This is an optimization exercise on Yosys and OpenROAD, whose aim is small area, a short achievable clock period and few clock cycles, not a production implementation. The RTL was checked by simulation tests, not by an equivalence proof against the original design. Power figures rest on the tool's default switching activity, not on a simulated workload.

**flow/config.mk**
```make
export PLATFORM = sky130hd
export DESIGN_NAME = pddcss_core
export DESIGN_NICKNAME = pddcss_core
export VERILOG_FILES = /design/flow/design.v
export SDC_FILE = /design/flow/constraint.sdc
export NUM_CORES = 4
export LEC_CHECK = 0
export CAP_MARGIN = 20
export CORE_MARGIN = 2
export CORE_UTILIZATION = 40
export SLEW_MARGIN = 20
```
**flow/design.v**
```verilog
module fp32_round_pack #(
    parameter W = 48
) (
    input  wire               s,
    input  wire [W-1:0]       m,
    input  wire signed [12:0] e,
    output reg  [31:0]        y
);
    integer lz, i;
    reg [W-1:0]       mn;
    reg signed [13:0] be;        
    reg [W+1:0]       ms;        
    reg [24:0]        keep;      
    reg               guard, sticky, lsb;
    reg signed [13:0] sh;
    reg [8:0]         ef;
    always @* begin
        lz = W;
        for (i = 0; i < W; i = i + 1)
            if (m[i]) lz = W - 1 - i;
        mn = m << lz;
        be = $signed({e[12], e}) - lz[13:0] + (W - 1) + 127;
        y      = {s, 31'd0};
        sh     = 14'sd0;
        ms     = {(W+2){1'b0}};
        sticky = 1'b0;
        keep   = 25'd0;
        guard  = 1'b0;
        lsb    = 1'b0;
        ef     = 9'd0;
        if (m != 0) begin
            sh = (be < 1) ? (14'sd1 - be) : 14'sd0;
            if (sh > W + 1) sh = W + 1;
            ms     = {mn, 2'b00} >> sh;
            sticky = |({mn, 2'b00} & ~({(W+2){1'b1}} << sh));
            keep  = {1'b0, ms[W+1:W-22]};
            guard = ms[W-23];
            for (i = 0; i < W - 23; i = i + 1)
                sticky = sticky | ms[i];
            lsb   = keep[0];
            if (guard && (sticky || lsb))
                keep = keep + 25'd1;
            if (be < 1) be = 14'sd1;
            if (keep[24]) begin
                keep = keep >> 1;
                be   = be + 14'sd1;
            end
            if (be >= 255)
                y = {s, 8'hFF, 23'd0};
            else if (!keep[23])
                y = {s, 8'h00, keep[22:0]};    
            else begin
                ef = be[8:0];
                y  = {s, ef[7:0], keep[22:0]};
            end
        end
    end
endmodule
module fp32_mul (
    input  wire [31:0] a,
    input  wire [31:0] b,
    output wire [31:0] y
);
    wire [23:0] ma = {a[30:23] != 8'd0, a[22:0]};
    wire [23:0] mb = {b[30:23] != 8'd0, b[22:0]};
    wire signed [12:0] ea = (a[30:23] == 8'd0) ? 13'sd1 : $signed({5'd0, a[30:23]});
    wire signed [12:0] eb = (b[30:23] == 8'd0) ? 13'sd1 : $signed({5'd0, b[30:23]});
    wire [47:0] p = ma * mb;
    wire signed [12:0] e = ea + eb - 13'sd300;    
    fp32_round_pack #(.W(48)) u_rp (.s(a[31] ^ b[31]), .m(p), .e(e), .y(y));
endmodule
module fp32_add (
    input  wire [31:0] a,
    input  wire [31:0] b,
    output reg  [31:0] y
);
    wire a_inf = (a[30:23] == 8'hFF);
    wire b_inf = (b[30:23] == 8'hFF);
    wire swap  = (b[30:0] > a[30:0]);
    wire [31:0] x = swap ? b : a;           
    wire [31:0] z = swap ? a : b;
    wire [23:0] mx = {x[30:23] != 8'd0, x[22:0]};
    wire [23:0] mz = {z[30:23] != 8'd0, z[22:0]};
    wire [7:0]  ex = (x[30:23] == 8'd0) ? 8'd1 : x[30:23];
    wire [7:0]  ez = (z[30:23] == 8'd0) ? 8'd1 : z[30:23];
    wire [7:0]  d  = ex - ez;
    reg  [26:0] zs;     
    reg  [27:0] r;
    reg         st;
    always @* begin
        zs    = {mz, 3'b000} >> d;
        st    = |({mz, 3'b000} & ~(27'h7FFFFFF << d));
        zs[0] = zs[0] | st;
        if (x[31] == z[31]) r = {1'b0, mx, 3'b000} + {1'b0, zs};
        else                r = {1'b0, mx, 3'b000} - {1'b0, zs};
    end
    wire [31:0] rounded;
    fp32_round_pack #(.W(28)) u_rp (
        .s(x[31]), .m(r), .e($signed({5'd0, ex}) - 13'sd153), .y(rounded));
    always @* begin
        if (a_inf)       y = a;
        else if (b_inf)  y = b;
        else if (r == 0) y = {a[31] & b[31], 31'd0};
        else             y = rounded;
    end
endmodule
module fp32_lt (
    input  wire [31:0] a,
    input  wire [31:0] b,
    output reg         lt
);
    always @* begin
        if (a[30:0] == 31'd0 && b[30:0] == 31'd0) lt = 1'b0;
        else if (a[31] != b[31])                  lt = a[31];
        else if (!a[31])                          lt = a[30:0] < b[30:0];
        else                                      lt = a[30:0] > b[30:0];
    end
endmodule
module fp32_from_int (
    input  wire [31:0] i,
    output wire [31:0] y
);
    wire [31:0] mag = i[31] ? (~i + 32'd1) : i;
    fp32_round_pack #(.W(32)) u_rp (.s(i[31]), .m(mag), .e(13'sd0), .y(y));
endmodule
module fp32_clamp (
    input  wire [31:0] x,
    input  wire [31:0] lo,
    input  wire [31:0] hi,
    output wire [31:0] y
);
    wire below, above;
    fp32_lt u_lo (.a(x),  .b(lo), .lt(below));
    fp32_lt u_hi (.a(hi), .b(x),  .lt(above));
    assign y = below ? lo : (above ? hi : x);
endmodule
module pddcss_core (
    input  wire        clk,
    input  wire        rst,             
    input  wire [31:0] cfg_init,
    input  wire [31:0] cfg_min,
    input  wire [31:0] cfg_max,
    input  wire [31:0] cfg_fine,
    input  wire [31:0] cfg_coarse,
    input  wire [31:0] cfg_timeout_ms,
    input  wire        cfg_dir_rev,
    input  wire        cmd_valid,
    output wire        cmd_ready,
    input  wire [31:0] cmd_data,
    output reg         rsp_valid,
    output reg  [1:0]  rsp_status,      
    output reg         rsp_ret_valid,
    output reg  [31:0] rsp_ret,
    output reg  [8:0]  rsp_events,
    output reg  [1:0]  rsp_skip_op,
    output reg  [31:0] rsp_value,
    output reg         rsp_confirmed,
    output reg         rsp_fine,
    output reg         rsp_pstate,
    output reg         rsp_run_flag,
    output reg  [4:0]  rsp_flags
);
    localparam [31:0] BOUNCE_WINDOW_MS = 32'd5;
    localparam [31:0] DEBOUNCE_MS      = 32'd30;
    localparam [31:0] STUCK_MS         = 32'd1000;
    localparam [31:0] GRACE_MS         = 32'd50;
    localparam [3:0]  FIFO_DEPTH       = 4'd10;
    localparam [7:0] OP_PHASE_EDGE = 8'h01, OP_ENC_READ = 8'h02, OP_ENC_SET_DIR = 8'h03,
                     OP_BTN_EDGE = 8'h10, OP_BTN_SERVICE = 8'h11, OP_BTN_CHECK = 8'h12,
                     OP_SP_ROTATE = 8'h20, OP_SP_CONFIRM = 8'h21, OP_SP_TOGGLE = 8'h22,
                     OP_SP_CHECK_TO = 8'h23, OP_SP_GET_VALUE = 8'h24, OP_SP_IS_CONF = 8'h25,
                     OP_SP_GET_STEP = 8'h26, OP_PWR_SUSPEND = 8'h30, OP_PWR_WAKE = 8'h31,
                     OP_PWR_RECONCILE = 8'h32, OP_FLAGS_TAKE = 8'h40, OP_TICK = 8'h50;
    localparam EV_CB_SETPOINT = 0, EV_LOG_SKIP = 1, EV_LPRESS = 2, EV_LRELEASE = 3,
               EV_BTN_RESET = 4, EV_CB_POWER = 5, EV_ARM_WAKE = 6, EV_SUSPEND = 7,
               EV_DISARM_WAKE = 8;
    localparam [1:0] SKIP_SP_ROTATE = 2'd0, SKIP_SP_CONFIRM = 2'd1,
                     SKIP_SP_TOGGLE = 2'd2, SKIP_RUN_FLAG = 2'd3;
    localparam [1:0] ST_DONE = 2'd0, ST_HELD = 2'd1, ST_REFUSED = 2'd2;
    localparam [1:0] DIR_ZERO = 2'b00, DIR_POS = 2'b01, DIR_NEG = 2'b11;
    reg        dead;                     
    reg [31:0] time_ms;
    reg        dir_rev;
    reg [1:0]  last_phase;
    reg [2:0]  step_seq;
    reg [1:0]  step_dir;
    reg [1:0]  last_dir;
    reg [31:0] last_detent_time;
    reg [31:0] count;
    reg [2:0]  pressed;
    reg [2:0]  rel_handled;
    reg [31:0] last_db_time [0:2];
    reg        woke;
    reg [2:0]  mm_valid;
    reg [31:0] mm_start [0:2];
    reg [9:0]  fifo [0:2];               
    reg [3:0]  fifo_cnt [0:2];
    reg [31:0] value;
    reg [31:0] orig;
    reg        confirmed;
    reg        use_fine;
    reg [31:0] last_adj;
    reg        pstate;                   
    reg        suspend_pending;
    reg [31:0] grace_start;
    reg        suspended;
    reg        wake_armed;
    reg        run_flag;
    reg [4:0]  flags;
    wire cfg_init_bad   = (cfg_init[30:23]   == 8'hFF);
    wire cfg_min_bad    = (cfg_min[30:23]    == 8'hFF);
    wire cfg_max_bad    = (cfg_max[30:23]    == 8'hFF);
    wire cfg_fine_bad   = (cfg_fine[30:23]   == 8'hFF) || cfg_fine[31]   || (cfg_fine[30:0] == 31'd0);
    wire cfg_coarse_bad = (cfg_coarse[30:23] == 8'hFF) || cfg_coarse[31] || (cfg_coarse[30:0] == 31'd0);
    wire cfg_range_bad;
    fp32_lt u_cfg_range (.a(cfg_max), .b(cfg_min), .lt(cfg_range_bad));
    wire cfg_ok = !(cfg_init_bad || cfg_min_bad || cfg_max_bad || cfg_fine_bad ||
                    cfg_coarse_bad || cfg_range_bad);
    wire [31:0] init_value;
    fp32_clamp u_init_clamp (.x(cfg_init), .lo(cfg_min), .hi(cfg_max), .y(init_value));
    wire [7:0] op  = cmd_data[31:24];
    wire       k   = cmd_data[23];
    wire [1:0] btn = cmd_data[17:16];
    wire       lvl = cmd_data[8];
    wire z_n  = (cmd_data[23:0] == 24'd0);
    wire z_nk = (cmd_data[22:0] == 23'd0);
    wire z_b  = (cmd_data[22:18] == 5'd0) && (cmd_data[15:9] == 7'd0) &&
                (cmd_data[7:0] == 8'd0) && (btn != 2'd3);
    reg word_ok;
    always @* begin
        case (op)
            OP_PHASE_EDGE:    word_ok = (cmd_data[23:2] == 22'd0);
            OP_ENC_READ:      word_ok = z_n;
            OP_ENC_SET_DIR:   word_ok = (cmd_data[23:1] == 23'd0);
            OP_BTN_EDGE:      word_ok = z_b && !k;
            OP_BTN_SERVICE:   word_ok = z_b;
            OP_BTN_CHECK:     word_ok = z_b && !k;
            OP_SP_ROTATE:     word_ok = z_nk;
            OP_SP_CONFIRM:    word_ok = z_nk;
            OP_SP_TOGGLE:     word_ok = z_nk;
            OP_SP_CHECK_TO:   word_ok = z_n;
            OP_SP_GET_VALUE:  word_ok = z_n;
            OP_SP_IS_CONF:    word_ok = z_n;
            OP_SP_GET_STEP:   word_ok = z_n;
            OP_PWR_SUSPEND:   word_ok = z_n;
            OP_PWR_WAKE:      word_ok = z_nk;
            OP_PWR_RECONCILE: word_ok = z_nk;
            OP_FLAGS_TAKE:    word_ok = (cmd_data[23:5] == 19'd0);
            OP_TICK:          word_ok = !k;
            default:          word_ok = 1'b0;
        endcase
    end
    wire [31:0] el_detent = time_ms - last_detent_time;
    wire [31:0] el_db     = time_ms - last_db_time[btn];
    wire [31:0] el_mm     = time_ms - mm_start[btn];
    wire [31:0] el_adj    = time_ms - last_adj;
    wire [31:0] el_grace  = time_ms - grace_start;
    wire signed [31:0] cnt_s = count;
    wire [31:0] delta_anom = (cnt_s > 32'sd3)  ? 32'd1 :
                             (cnt_s < -32'sd3) ? 32'hFFFFFFFF : count;
    wire [31:0] step_size = use_fine ? cfg_fine : cfg_coarse;
    wire [31:0] delta_f, prod, sum, clamped;
    fp32_from_int u_i2f (.i(delta_anom), .y(delta_f));
    fp32_mul      u_mul (.a(delta_f), .b(step_size), .y(prod));
    fp32_add      u_add (.a(value), .b(prod), .y(sum));
    fp32_clamp    u_clamp (.x(sum), .lo(cfg_min), .hi(cfg_max), .y(clamped));
    function [1:0] table_delta(input [1:0] from, input [1:0] to);
        case ({from, to})
            4'b0001, 4'b0111, 4'b1110, 4'b1000: table_delta = DIR_POS;
            4'b0010, 4'b1011, 4'b1101, 4'b0100: table_delta = DIR_NEG;
            default:                            table_delta = DIR_ZERO;
        endcase
    endfunction
    reg        n_dead;
    reg [31:0] n_time;
    reg        n_dir_rev;
    reg [1:0]  n_last_phase;
    reg [2:0]  n_step_seq;
    reg [1:0]  n_step_dir;
    reg [1:0]  n_last_dir;
    reg [31:0] n_last_detent_time;
    reg [31:0] n_count;
    reg [2:0]  n_pressed, n_rel_handled, n_mm_valid;
    reg [31:0] n_last_db_time [0:2];
    reg [31:0] n_mm_start [0:2];
    reg        n_woke;
    reg [9:0]  n_fifo [0:2];
    reg [3:0]  n_fifo_cnt [0:2];
    reg [31:0] n_value, n_orig, n_last_adj;
    reg        n_confirmed, n_use_fine;
    reg        n_pstate, n_suspend_pending, n_suspended, n_wake_armed, n_run_flag;
    reg [31:0] n_grace_start;
    reg [4:0]  n_flags;
    reg [1:0]  r_status;
    reg        r_ret_valid;
    reg [31:0] r_ret;
    reg [8:0]  r_events;
    reg [1:0]  r_skip_op;
    reg        held;
    reg [1:0]  cur, dlt;
    reg [2:0]  seq;
    reg        msg;
    reg        accept;
    integer    b;
    task log_skip(input [1:0] what);
        begin
            r_events[EV_LOG_SKIP] = 1'b1;
            r_skip_op = what;
        end
    endtask
    task confirm_body(input kk);
        begin
            if (kk) log_skip(SKIP_SP_CONFIRM);
            else if (!n_confirmed) n_confirmed = 1'b1;
        end
    endtask
    task toggle_body(input kk);
        begin
            if (kk) log_skip(SKIP_SP_TOGGLE);
            else n_use_fine = !n_use_fine;
        end
    endtask
    task power_release(input kk);
        begin
            if (n_woke) begin
                n_woke = 1'b0;
                if (kk) log_skip(SKIP_RUN_FLAG);
                else n_run_flag = 1'b1;
            end else if (!n_pstate) begin
                n_pstate = 1'b1;
                r_events[EV_CB_POWER] = 1'b1;
                n_flags[4] = 1'b1;
                if (kk) log_skip(SKIP_RUN_FLAG);
                else n_run_flag = 1'b0;
                n_suspend_pending = 1'b1;
                n_grace_start = time_ms;
            end
        end
    endtask
    always @* begin
        n_dead = dead;
        n_time = time_ms;
        n_dir_rev = dir_rev;
        n_last_phase = last_phase;
        n_step_seq = step_seq;
        n_step_dir = step_dir;
        n_last_dir = last_dir;
        n_last_detent_time = last_detent_time;
        n_count = count;
        n_pressed = pressed;
        n_rel_handled = rel_handled;
        n_mm_valid = mm_valid;
        n_woke = woke;
        for (b = 0; b < 3; b = b + 1) begin
            n_last_db_time[b] = last_db_time[b];
            n_mm_start[b] = mm_start[b];
            n_fifo[b] = fifo[b];
            n_fifo_cnt[b] = fifo_cnt[b];
        end
        n_value = value;
        n_orig = orig;
        n_confirmed = confirmed;
        n_use_fine = use_fine;
        n_last_adj = last_adj;
        n_pstate = pstate;
        n_suspend_pending = suspend_pending;
        n_grace_start = grace_start;
        n_suspended = suspended;
        n_wake_armed = wake_armed;
        n_run_flag = run_flag;
        n_flags = flags;
        r_status = ST_DONE;
        r_ret_valid = 1'b0;
        r_ret = 32'd0;
        r_events = 9'd0;
        r_skip_op = 2'd0;
        cur = 2'd0;
        dlt = 2'd0;
        seq = 3'd0;
        msg = 1'b0;
        accept = 1'b0;
        held = 1'b0;
        if (suspended && op != OP_TICK && op != OP_PWR_WAKE) held = 1'b1;
        if (op == OP_BTN_SERVICE &&
            (fifo_cnt[btn] == 4'd0 || (btn == 2'd2 && suspend_pending))) held = 1'b1;
        if (op == OP_PWR_SUSPEND && !(suspend_pending && el_grace >= GRACE_MS)) held = 1'b1;
        if (op == OP_PWR_WAKE && !(suspended && wake_armed)) held = 1'b1;
        if (dead || !cfg_ok || !word_ok) begin
            r_status = ST_REFUSED;
            n_dead = 1'b1;
        end else if (held) begin
            r_status = ST_HELD;
        end else begin
            case (op)
            OP_PHASE_EDGE: begin
                cur = dir_rev ? {cmd_data[0], cmd_data[1]} : cmd_data[1:0];
                dlt = table_delta(last_phase, cur);
                if (cur == last_phase) begin
                end else if (dlt == DIR_ZERO) begin
                    n_last_phase = cur;
                end else if (last_dir != DIR_ZERO && dlt == ~last_dir + 2'd1 &&
                             el_detent < BOUNCE_WINDOW_MS) begin
                end else begin
                    n_last_phase = cur;
                    seq = step_seq;
                    if (step_dir != DIR_ZERO && dlt != step_dir) seq = 3'd0;
                    n_step_dir = dlt;
                    seq = seq + 3'd1;
                    if (seq == 3'd4) begin
                        n_count = count + {{30{dlt[1]}}, dlt};
                        seq = 3'd0;
                        n_last_dir = dlt;
                        n_last_detent_time = time_ms;
                        n_flags[0] = 1'b1;
                    end
                    n_step_seq = seq;
                end
            end
            OP_ENC_READ: begin
                r_ret_valid = 1'b1;
                r_ret = count;
                n_count = 32'd0;
            end
            OP_ENC_SET_DIR: begin
                n_dir_rev = cmd_data[0];
                n_last_phase = 2'd0;
                n_step_seq = 3'd0;
                n_step_dir = DIR_ZERO;
                n_last_dir = DIR_ZERO;
                n_last_detent_time = 32'd0;
                n_count = 32'd0;
            end
            OP_BTN_EDGE: begin
                if (fifo_cnt[btn] < FIFO_DEPTH) begin
                    n_fifo[btn][fifo_cnt[btn]] = lvl;
                    n_fifo_cnt[btn] = fifo_cnt[btn] + 4'd1;
                end
            end
            OP_BTN_SERVICE: begin
                msg = fifo[btn][0];
                n_fifo[btn] = {1'b0, fifo[btn][9:1]};
                n_fifo_cnt[btn] = fifo_cnt[btn] - 4'd1;
                accept = !pressed[btn] == msg && el_db >= DEBOUNCE_MS && lvl == msg;
                if (accept) begin
                    n_pressed[btn] = msg;
                    n_rel_handled[btn] = !msg;
                    n_last_db_time[btn] = time_ms;
                    n_mm_valid[btn] = 1'b0;
                    if (msg) begin
                        r_events[EV_LPRESS] = 1'b1;
                        if (btn == 2'd0) begin
                            n_flags[1] = 1'b1;
                            confirm_body(k);
                        end else if (btn == 2'd1) begin
                            n_flags[2] = 1'b1;
                            toggle_body(k);
                        end
                    end else begin
                        r_events[EV_LRELEASE] = 1'b1;
                        if (btn == 2'd2) power_release(k);
                    end
                end
            end
            OP_BTN_CHECK: begin
                if (pressed[btn] && !lvl) begin
                    if (!mm_valid[btn]) begin
                        n_mm_valid[btn] = 1'b1;
                        n_mm_start[btn] = time_ms;
                    end else if (el_mm > STUCK_MS) begin
                        n_pressed[btn] = 1'b0;
                        n_rel_handled[btn] = 1'b0;
                        n_mm_valid[btn] = 1'b0;
                        if (btn == 2'd2) n_woke = 1'b0;
                        r_events[EV_BTN_RESET] = 1'b1;
                    end
                end else begin
                    n_mm_valid[btn] = 1'b0;
                end
            end
            OP_SP_ROTATE: begin
                n_count = 32'd0;
                if (delta_anom != 32'd0) begin
                    if (k) log_skip(SKIP_SP_ROTATE);
                    else begin
                        if (confirmed) begin
                            n_orig = value;
                            n_confirmed = 1'b0;
                        end
                        n_value = clamped;
                        n_last_adj = time_ms;
                    end
                end
            end
            OP_SP_CONFIRM:  confirm_body(k);
            OP_SP_TOGGLE:   toggle_body(k);
            OP_SP_CHECK_TO: begin
                if (!confirmed && el_adj > cfg_timeout_ms) begin
                    n_value = orig;
                    n_confirmed = 1'b1;
                end
            end
            OP_SP_GET_VALUE: begin
                r_ret_valid = 1'b1;
                r_ret = value;
            end
            OP_SP_IS_CONF: begin
                r_ret_valid = 1'b1;
                r_ret = {31'd0, confirmed};
            end
            OP_SP_GET_STEP: begin
                r_ret_valid = 1'b1;
                r_ret = step_size;
            end
            OP_PWR_SUSPEND: begin
                n_wake_armed = 1'b1;
                n_suspend_pending = 1'b0;
                n_suspended = 1'b1;
                r_events[EV_ARM_WAKE] = 1'b1;
                r_events[EV_SUSPEND] = 1'b1;
            end
            OP_PWR_WAKE: begin
                n_suspended = 1'b0;
                n_pstate = 1'b0;
                n_pressed[2] = 1'b1;
                n_rel_handled[2] = 1'b0;
                n_woke = 1'b1;
                n_wake_armed = 1'b0;
                r_events[EV_DISARM_WAKE] = 1'b1;
                if (k) log_skip(SKIP_RUN_FLAG);
                else n_run_flag = 1'b1;
                r_events[EV_CB_POWER] = 1'b1;
                n_flags[4] = 1'b1;
            end
            OP_PWR_RECONCILE: begin
                if (k) log_skip(SKIP_RUN_FLAG);
                else n_run_flag = !pstate;
            end
            OP_FLAGS_TAKE: begin
                r_ret_valid = 1'b1;
                r_ret = {27'd0, flags & cmd_data[4:0]};
                n_flags = flags & ~cmd_data[4:0];
            end
            OP_TICK: begin
                n_time = time_ms + {9'd0, cmd_data[22:0]};
            end
            default: ;
            endcase
            if (n_value != value || n_confirmed != confirmed || n_use_fine != use_fine) begin
                r_events[EV_CB_SETPOINT] = 1'b1;
                n_flags[3] = 1'b1;
            end
        end
    end
    assign cmd_ready = 1'b1;
    wire fire = cmd_valid && cmd_ready;
    always @(posedge clk) begin
        if (rst) begin
            dead <= 1'b0;
            time_ms <= 32'd0;
            dir_rev <= cfg_dir_rev;
            last_phase <= 2'd0;
            step_seq <= 3'd0;
            step_dir <= DIR_ZERO;
            last_dir <= DIR_ZERO;
            last_detent_time <= 32'd0;
            count <= 32'd0;
            pressed <= 3'd0;
            rel_handled <= 3'd0;
            mm_valid <= 3'd0;
            woke <= 1'b0;
            for (b = 0; b < 3; b = b + 1) begin
                last_db_time[b] <= 32'd0;
                mm_start[b] <= 32'd0;
                fifo[b] <= 10'd0;
                fifo_cnt[b] <= 4'd0;
            end
            value <= init_value;
            orig <= init_value;
            confirmed <= 1'b1;
            use_fine <= 1'b1;
            last_adj <= 32'd0;
            pstate <= 1'b0;
            suspend_pending <= 1'b0;
            grace_start <= 32'd0;
            suspended <= 1'b0;
            wake_armed <= 1'b0;
            run_flag <= 1'b1;
            flags <= 5'd0;
            rsp_valid <= 1'b0;
            rsp_status <= ST_DONE;
            rsp_ret_valid <= 1'b0;
            rsp_ret <= 32'd0;
            rsp_events <= 9'd0;
            rsp_skip_op <= 2'd0;
            rsp_value <= 32'd0;
            rsp_confirmed <= 1'b0;
            rsp_fine <= 1'b0;
            rsp_pstate <= 1'b0;
            rsp_run_flag <= 1'b0;
            rsp_flags <= 5'd0;
        end else begin
            rsp_valid <= fire;
            if (fire) begin
                dead <= n_dead;
                time_ms <= n_time;
                dir_rev <= n_dir_rev;
                last_phase <= n_last_phase;
                step_seq <= n_step_seq;
                step_dir <= n_step_dir;
                last_dir <= n_last_dir;
                last_detent_time <= n_last_detent_time;
                count <= n_count;
                pressed <= n_pressed;
                rel_handled <= n_rel_handled;
                mm_valid <= n_mm_valid;
                woke <= n_woke;
                for (b = 0; b < 3; b = b + 1) begin
                    last_db_time[b] <= n_last_db_time[b];
                    mm_start[b] <= n_mm_start[b];
                    fifo[b] <= n_fifo[b];
                    fifo_cnt[b] <= n_fifo_cnt[b];
                end
                value <= n_value;
                orig <= n_orig;
                confirmed <= n_confirmed;
                use_fine <= n_use_fine;
                last_adj <= n_last_adj;
                pstate <= n_pstate;
                suspend_pending <= n_suspend_pending;
                grace_start <= n_grace_start;
                suspended <= n_suspended;
                wake_armed <= n_wake_armed;
                run_flag <= n_run_flag;
                flags <= n_flags;
                rsp_status <= r_status;
                rsp_ret_valid <= r_ret_valid;
                rsp_ret <= r_ret;
                rsp_events <= r_events;
                rsp_skip_op <= r_skip_op;
                rsp_value <= n_value;
                rsp_confirmed <= n_confirmed;
                rsp_fine <= n_use_fine;
                rsp_pstate <= n_pstate;
                rsp_run_flag <= n_run_flag;
                rsp_flags <= n_flags;
            end
        end
    end
endmodule
```
**flow/run.sh**
```bash
#!/bin/bash
# synth_recipe.tcl (not shown) runs the flow's synth.tcl, then flattens the netlist and writes it again
# the make line also repeats each setting of config.mk as NAME=value (left out here)
make -C /OpenROAD-flow-scripts/flow DESIGN_CONFIG=/design/flow/config.mk WORK_HOME=/design/flow/orfs CLKGATE_MAP_FILE= SYNTH_SCRIPT=/design/flow/synth_recipe.tcl finish
```
**flow/constraint.sdc**
```tcl
create_clock -name core_clock -period 48.0 [get_ports {clk}]
set_input_delay 9.6000 -clock core_clock [delete_from_list [all_inputs] [get_ports {clk}]]
set_output_delay 9.6000 -clock core_clock [all_outputs]
set_load 0.01 [all_outputs]
```
==> flow_metrics.env <==
export IMPL_status="finished clean"
export IMPL_crit_path_max_incr_delay_ns=0.56
export IMPL_synth_flop_cell="dfxtp_1"
export IMPL_fp_dieW_um=489.4
export IMPL_yosys_top_cells_area="dfxtp_1, fa_1, ha_1, nand2_1, a21oi_1"
export IMPL_grt_pass1_wl_um=731000
export IMPL_cts_buffers=71
export IMPL_synth_warnings=14
export IMPL_ff2ff_path_depth=230
export IMPL_p_int_mw=2.518
export IMPL_worstSetupPathType="input pin to flip-flop"
export IMPL_synth_area_per_cell_um2=7.163
export IMPL_syn_nets=14630
export IMPL_dieArea_um2=239500
export IMPL_cp_start_kind="input pin"
export IMPL_overflow=0
export IMPL_gp_congestion=1.134
export IMPL_ir_drop_mv=0.05115
export IMPL_wl_um=507800
export IMPL_grt_pass1_vias=106300
export IMPL_syn2layout_area_growth_pct=28.99
export IMPL_antenna_found_initial=41
export IMPL_root_buffer="clkbuf_16"
export IMPL_fp_row_count=178
export IMPL_fmax_ghz=0.02147
export IMPL_ctsHoldBuffers=0
export IMPL_clk_latency_ns=0.76
export IMPL_syn_area_um2=94260
export IMPL_drv_slew=0
export IMPL_async_flop_share=0
export IMPL_drtIter0Drc=13360
export IMPL_p_leak_nw=50.27
export IMPL_via_per_inst=6.184
export IMPL_p_per_area_nw_per_um2=40.75
export IMPL_finClkSkew_ns=0.1151
export IMPL_ios=317
export IMPL_hold_class="flip-flop to flip-flop"
export IMPL_tightestPinTransition_ns=1.273
export IMPL_drc_errors=0
export IMPL_nets=16620
export IMPL_seq_area_frac_synth=0.1275
export IMPL_coreArea_um2=234700
export IMPL_io_buffers=315
export IMPL_relSlewSlack=0.1480
export IMPL_whs_path_depth=2
export IMPL_layout_drive_gt1_share=0.2134
export IMPL_finalPower_mw=4.954
export IMPL_synth_top_area_cell="dfxtp_1"
export IMPL_cp_common_cell="buf_4"
export IMPL_ys_seq_elements=568
export IMPL_cts_clk_slew_worst_paths_ns=0.05
export IMPL_pwr_share_comb=0.778
export IMPL_swShare=0.4917
export IMPL_num_vias=113700
export IMPL_groute_usage_overall=0.4072
export IMPL_synth_edff_count=65
export IMPL_worstPathRequired_ns=48.59
export IMPL_cts_sinks=568
export IMPL_grt_start_max_net_pins=187
export IMPL_holdWs_ns=0.4493
export IMPL_finalSetupViolations=0
export IMPL_dr_pass1_iters=10
export IMPL_cp_slowest_cell="or4_4"
export IMPL_dp_hpwl_um=411600
export IMPL_post_drt_wl_per_cell_um=27.61
export IMPL_arrival_ns=47.16
export IMPL_initial_core_util=0.4015
export IMPL_power_switching_mw=2.436
export IMPL_finalHoldViolations=0
export IMPL_timing_max_cap_violations=0
export IMPL_path_max_fanout=16
export IMPL_yosysUniqueCellTypes=144
export IMPL_endpoint_kind="flip-flop"
export IMPL_clockBufferDepth=3
export IMPL_cts_max_level=3
export IMPL_synth_common_cells="nand2_1, a21oi_1, nor2_1"
export IMPL_synth_most_common_cell="nand2_1"
export IMPL_p_seq_frac=0.103
export IMPL_synth_top_area_share=0.1068
export IMPL_fin_crit_sh=0.9702
export IMPL_cts_tree="yes"
export IMPL_pwr_share_clk=0.119
export IMPL_netlist_instances=13160
export IMPL_die_h_um=489.4
export IMPL_min_period_ns=46.57
export IMPL_antenna_left=0
cells in the final DEF, fill, tap and decap left out, types with 230 or more instances in the layout:
master and count:
inv_1 887, nor2_1 964, a21o_1 230, fa_1 489, nor3_1 308, ha_1 729, a21oi_1 1053, nand3_1 365
nand2_1 1997, buf_4 2406, o21ai_0 662, clkdlybuf4s50_1 313, dfxtp_1 502
path summary, 6_finish.rpt:
check                                                      start                                to  slack, ns
worst max register to register             count[5]$_SDFFE_PP0P_        rsp_events[0]$_SDFFE_PP0P_       2.05
worst min-delay path            last_db_time[0][27]$_SDFFE_PP0P_  last_db_time[0][27]$_SDFFE_PP0P_       0.45
worst min register to register  last_db_time[0][27]$_SDFFE_PP0P_  last_db_time[0][27]$_SDFFE_PP0P_       0.45
worst max-delay path                                cfg_fine[28]        rsp_events[0]$_SDFFE_PP0P_       1.43
cell type report:
cell class	count	area, um^2
Sequential cell	568	12020
Timing Repair Buffer	2780	22190
Inverter	910	3421
Multi-Input combinational cell	10830	77400
Tap cell	3150	3941
Clock inverter	33	496.7
Fill cell	23740	113200
Antenna cell	33	82.58
Clock buffer	93	2023
metrics by stage:
step	instances	setup TNS, ns	setup slack (ns)	util	instance area (um^2)
floorplan	13160	0	0.009727	-	94290
global placement	18170	-18.42	-0.8953	0.4964	116500
detailed placement	18170	-39.87	-1.264	0.4964	116500
CTS	18300	0	0.0005826	0.5075	119100
global route	18370	-7.137	-0.4790	0.5177	121500
finish	18390	0	1.429	0.5179	121600
logic make-up (layout without fill, tap and decap cells):
| family | count (synthesis) | after routing | share of synthesized area |
|---|---|---|---|
| AND/OR/NAND/NOR | 4974 | 4974 | 0.2479 |
| buffers and inverters | 1766 | 3816 | 0.07362 |
| AO/OA/AOI/OAI | 3962 | 3964 | 0.2813 |
| adder cells (fa/ha/maj) | 1239 | 1239 | 0.2039 |
| flip-flops | 568 | 568 | 0.1275 |
| XOR/XNOR | 376 | 376 | 0.03502 |
| other | 1 | 34 | 0.00003978 |
| multiplexers | 273 | 273 | 0.03070 |
critical path, delay by kind of cell:
| kind | cells | cell delay [ns] |
|---|---|---|
| AND/OR/NAND/NOR | 58 | 9.37 |
| multiplexers | 9 | 2.10 |
| adder cells (fa/ha/maj) | 18 | 6.25 |
| XOR/XNOR | 2 | 0.34 |
| buffers and inverters | 38 | 5.19 |
| AO/OA/AOI/OAI | 82 | 14.26 |
state kept, by name, summed over array words and instances, names as in the netlist, 5 cells and up, named ones only:
name and count:
count 32, fifo 30, fifo_cnt 12, grace_start 32, last_adj 32, last_db_time 96
last_detent_time 32, mm_start 96, orig 32, rsp_events 8, rsp_flags 5, rsp_ret 32
rsp_value 32, time_ms 32, value 32
power groups by stage:
| stage | Combinational, mW | Sequential (mW) | Clock (mW) |
|---|---|---|---|
| 3_5_place_dp | 3.51 | 0.519 | 0 |
| 4_1_cts | 3.53 | 0.509 | 0.599 |
| 3_3_place_gp | 3.56 | 0.519 | 0 |
| 5_1_grt | 4.03 | 0.509 | 0.614 |
| 2_1_floorplan | 1.58 | 0.509 | 0 |
| 6_report | 3.85 | 0.510 | 0.590 |
timing repair:
item,in CTS,in global routing
cloned,0,6
setup endpoints to repair,43,66
resized for setup,24,419
setup buffers,1,59
pin swaps,4,179
routing by layer:
metal,share of wire,vias to the layer above,track usage
met5,0.00041,-,0.005837
met4,0.066,30,0.2211
met3,0.11,1345,0.1170
met2,0.41,6397,0.5937
met1,0.41,54550,0.5382
li1,-,51430,-
Testbench counts, summed over its fixed seeds: cycles 32,008.

## static timing again, ports no longer ideal
No port has a modelled driver above. Below, the same layout with a new extraction and two added sets of constraints. Step 1 (the two cells are an assumption about what drives the block):
set clk [get_ports {clk}]
set_driving_cell -lib_cell sky130_fd_sc_hd__clkbuf_16 $clk
set_driving_cell -lib_cell sky130_fd_sc_hd__buf_2 [delete_from_list [all_inputs] $clk]
Step 2 also shifts input and output timing later by t, the mid clock arrival at the registers, as if the neighbouring blocks saw the same clock. Slacks: ideal ports / drivers / drivers and shift; pairs: ideal ports / drivers.
t, ns: 0.793
setup slack, ns: 1.429 / 1.500 / 0.707
worst setup path at the end: input to register
clock arrival spread, ns: 0.124 / 0.123
slew at the worst register clock pin (ns): 0.09 / 0.09
After both steps this run still meets setup and hold. For this run, drivers alone change the setup slack by +0.071 ns; drivers and shift together by -0.722 ns.
